What follows belongs to an exercise in optimizing a design on an open flow for small area, a short achievable clock period and few clock cycles per item; a production flow would make more cautious choices.
Where RTL was checked, it was by simulation tests only, not by an equivalence proof against the original.

Setup of old:
==> flow/design.v (excerpt) <==
module carcluster_crc (
  input  wire        clk,
  input  wire        rst,         
  input  wire        cmd_valid,
  output wire        cmd_ready,
  input  wire [63:0] cmd,
  output wire [7:0]  res,
  output wire [3:0]  seq,
  output wire        tabv,
  output wire [7:0]  fault,
  output wire [63:0] fcmd
);
Size: roughly 12000 cells after synthesis, about 150 I/O pins.
clock: 12.0 ns
lec_check: 0
abc_clock_period_in_ps: 4000
cap_margin: 20
core_margin: 2
core_utilization: 50
cts_cluster_diameter: 80
cts_cluster_size: 24
setup_slack_margin: 5
slew_margin: 20
synth_hierarchical: 1
tns_end_percent: 10
standard.sh (not shown) runs the stock make flow with config.mk's settings and CLKGATE_MAP_FILE= SYNTH_SCRIPT=/design/flow/synth_recipe.tcl, a recipe that flattens the netlist after the stock synthesis.
==> flow/flow/run.sh <==
#!/bin/bash
set -euo pipefail
MARGIN=7.5
bash standard.sh SETUP_SLACK_MARGIN=$MARGIN finish > standard.log 2>&1
Testbench counts of old, summed over its fixed seeds: cycles 13,640, commands 12,744.
diff inputs: old => new
-- flow/design.v --
<<< old, line 163
  reg        g_rdb;           
  reg [7:0]  rdq;
  reg        f_pack, f_stres;
  reg [7:0]  w_lo;            
  reg [5:0]  w_rot;           
  reg [6:0]  w_end;           
  reg [2:0]  col_q;           
  reg [7:0]  res_r;
>>> new, line 163
  reg        g_rdb;           
  reg [7:0]  rdq;
  reg [7:0]  w_lo;            
  reg [63:0] w_mask;          
  reg [31:0] w_data;          
  reg [7:0]  w_par;           
  reg        rdy_r;           
  reg [2:0]  col_q;           
  reg [7:0]  res_r;
<<< old, line 188
  assign fault = {5'd0, fault_r};
  assign fcmd  = halt_r ? cw : 64'd0;
  assign cmd_ready = ~busy;
  wire [7:0]  i_op  = cmd[63:56];
  wire [7:0]  i_a   = cmd[55:48];
>>> new, line 189
  assign fault = {5'd0, fault_r};
  assign fcmd  = halt_r ? cw : 64'd0;
  assign cmd_ready = rdy_r;
  wire [7:0]  i_op  = cmd[63:56];
  wire [7:0]  i_a   = cmd[55:48];
<<< old, line 250
  wire [5:0] i_ww    = i_pack ? i_c[5:0] : 6'd8;
  wire [7:0] i_wlo   = i_pack ? i_wlo9[7:0] : i_a;
  wire [5:0] i_wrot  = {i_a[2:0] + i_ws[5:3], i_ws[2:0]};
  wire [2:0] i_m     = i_cx ? 3'd0 - i_b[2:0] : 3'd0;
  wire [3:0] i_ab3   = {1'b0, i_a[2:0]} + {1'b0, i_b[2:0]};
>>> new, line 251
  wire [5:0] i_ww    = i_pack ? i_c[5:0] : 6'd8;
  wire [7:0] i_wlo   = i_pack ? i_wlo9[7:0] : i_a;
  wire [5:0] i_wrot  = {i_a[2:0] + i_ws[5:3], i_ws[2:0]};    
  wire [6:0] i_wend  = {1'b0, i_wrot} + {1'b0, i_ww};
  reg  [63:0] i_wmask;
  reg  [7:0]  i_wpar;
  integer j;
  always @(*) begin
    for (j = 0; j < 64; j = j + 1)
      i_wmask[j] = i_wend[6] ? ((j >= i_wrot) || (j < i_wend[5:0]))
                             : ((j >= i_wrot) && (j < i_wend[5:0]));
    for (j = 0; j < 8; j = j + 1)
      i_wpar[j] = (j >= i_wlo[2:0]) ? i_wlo[3] : ~i_wlo[3];
  end
  wire [31:0] i_wval  = i_pack ? i_imm : {24'd0, (i_op == OP_STRES) ? res : i_c};
  wire [31:0] i_wdata = (i_wval << i_wrot[4:0]) | (i_wval >> (6'd32 - {1'b0, i_wrot[4:0]}));
  wire [2:0] i_m     = i_cx ? 3'd0 - i_b[2:0] : 3'd0;
  wire [3:0] i_ab3   = {1'b0, i_a[2:0]} + {1'b0, i_b[2:0]};
<<< old, line 258
  wire [7:0]  c_b = cw[47:40];
  wire [7:0]  c_c = cw[39:32];
  wire [31:0] wval = f_pack ? cw[31:0] : {24'd0, f_stres ? res_r : c_c};
  wire [7:0]  wlo  = w_lo;
  wire [4:0]  wr0  = wlo[7:3];
  wire [4:0]  wr1  = wr0 + 5'd1;
  wire [5:0]  wrot = w_rot;
  wire [6:0]  wend = w_end;
  wire [63:0] wrot32 = {2{(wval << wrot[4:0]) | (wval >> (6'd32 - {1'b0, wrot[4:0]}))}};
  reg [63:0] wmask;
  integer j;
  always @(*) begin
    for (j = 0; j < 64; j = j + 1)
      wmask[j] = wend[6] ? ((j >= wrot) || (j < wend[5:0]))
                         : ((j >= wrot) && (j < wend[5:0]));
  end
  reg [39:0] colrow;
  reg [63:0] we_even, we_odd;
>>> new, line 272
  wire [7:0]  c_b = cw[47:40];
  wire [7:0]  c_c = cw[39:32];
  wire [7:0]  wlo  = w_lo;
  wire [4:0]  wr0  = wlo[7:3];
  wire [4:0]  wr1  = wr0 + 5'd1;
  wire [63:0] wrot32 = {2{w_data}};
  wire [63:0] wmask  = w_mask;
  reg [39:0] colrow;
  reg [63:0] we_even, we_odd;
<<< old, line 278
    for (c = 0; c < 8; c = c + 1) begin
      colrow[5*c +: 5] = (c >= wlo[2:0]) ? wr0 : wr1;
      we_even[8*c +: 8] = (wen & ~colrow[5*c]) ? wmask[8*c +: 8] : 8'd0;
      we_odd[8*c +: 8]  = (wen &  colrow[5*c]) ? wmask[8*c +: 8] : 8'd0;
    end
  end
>>> new, line 283
    for (c = 0; c < 8; c = c + 1) begin
      colrow[5*c +: 5] = (c >= wlo[2:0]) ? wr0 : wr1;
      we_even[8*c +: 8] = (wen & ~w_par[c]) ? wmask[8*c +: 8] : 8'd0;
      we_odd[8*c +: 8]  = (wen &  w_par[c]) ? wmask[8*c +: 8] : 8'd0;
    end
  end
<<< old, line 345
    orow_q  <= orow;
    par_q   <= par;
    f_pack  <= i_pack;
    w_lo    <= i_wlo;
    w_rot   <= i_wrot;
    w_end   <= {1'b0, i_wrot} + {1'b0, i_ww};
    f_stres <= (i_op == OP_STRES);
    if (take)
      cw <= cmd;
>>> new, line 350
    orow_q  <= orow;
    par_q   <= par;
    w_lo    <= i_wlo;
    w_mask  <= i_wmask;
    w_data  <= i_wdata;
    w_par   <= i_wpar;
    if (take)
      cw <= cmd;
<<< old, line 356
      halt_r  <= 1'b0;
      g_rdb   <= 1'b0;
      g_wr    <= 1'b0;
      res_r   <= 8'd0;
>>> new, line 360
      halt_r  <= 1'b0;
      g_rdb   <= 1'b0;
      rdy_r   <= 1'b1;
      g_wr    <= 1'b0;
      res_r   <= 8'd0;
<<< old, line 373
      g_rdb   <= t_rdb;
      g_wr    <= t_ok & ((i_op == OP_WRB) || (i_op == OP_STRES) || i_pack);
      if (take & i_multi)
        busy <= 1'b1;
      else if (busy_end)
        busy <= 1'b0;
    end
    if (!busy) begin
>>> new, line 378
      g_rdb   <= t_rdb;
      g_wr    <= t_ok & ((i_op == OP_WRB) || (i_op == OP_STRES) || i_pack);
      if (take & i_multi) begin
        busy  <= 1'b1;
        rdy_r <= 1'b0;
      end else if (busy_end) begin
        busy  <= 1'b0;
        rdy_r <= 1'b1;
      end
    end
    if (!busy) begin
--- outcome ---
Going from old to new, the sequential share of layout area was found to have gone down by 0.37 points.
Across both runs, first-iteration DRC count was higher for new than for old.
Shortest period the worst path allows down 0.086 ns in new wrt old
Final estimated routing congestion in global placement on new is up relative to old.
The lower register area came out of old.
new falls short of old in cell area.
The synthesized cell count in new was higher than what old gave.
new has final instance count without filler cells above what old had.
Diff new and old: global-route total usage across every layer lower in old
new vs. old: layout overhead on the synthesized area dropped 0.55 points; global-route wire length before repair increased 15%.
Only the layout flow was run in new; the RTL was not checked for function there.

[separate check: timing with driven ports]
The flow's constraints put no driver on any port. The routed layouts listed below were extracted and timed again, unchanged, in two steps.
Step 1, drivers: a clkbuf_16 drives clk and a buf_2 each remaining input, both assumed.
Step 2 times the ports against the registers' clock, not the clock port: input delays grow and output delays shrink by t, the midpoint of the rising clock arrivals with the driver on.
Three values: ideal, step 1, step 2; two values: the first two.
| run | t, ns | setup slack, ns | hold slack, ns | worst setup path at the end | latest minus earliest clock arrival (ns) |
|---|---|---|---|---|---|
| old | 0.922 | 6.858 / 6.872 / 5.976 | 0.468 / 0.468 / 0.468 | input to register | 0.064 / 0.064 |
| new | 0.961 | 6.944 / 7.001 / 6.040 | 0.472 / 0.472 / 0.472 | input to register | 0.074 / 0.074 |
After both steps every run listed still meets setup and hold. For new, which loses most, drivers alone change the setup slack by +0.057 ns; drivers and shift together by -0.904 ns.
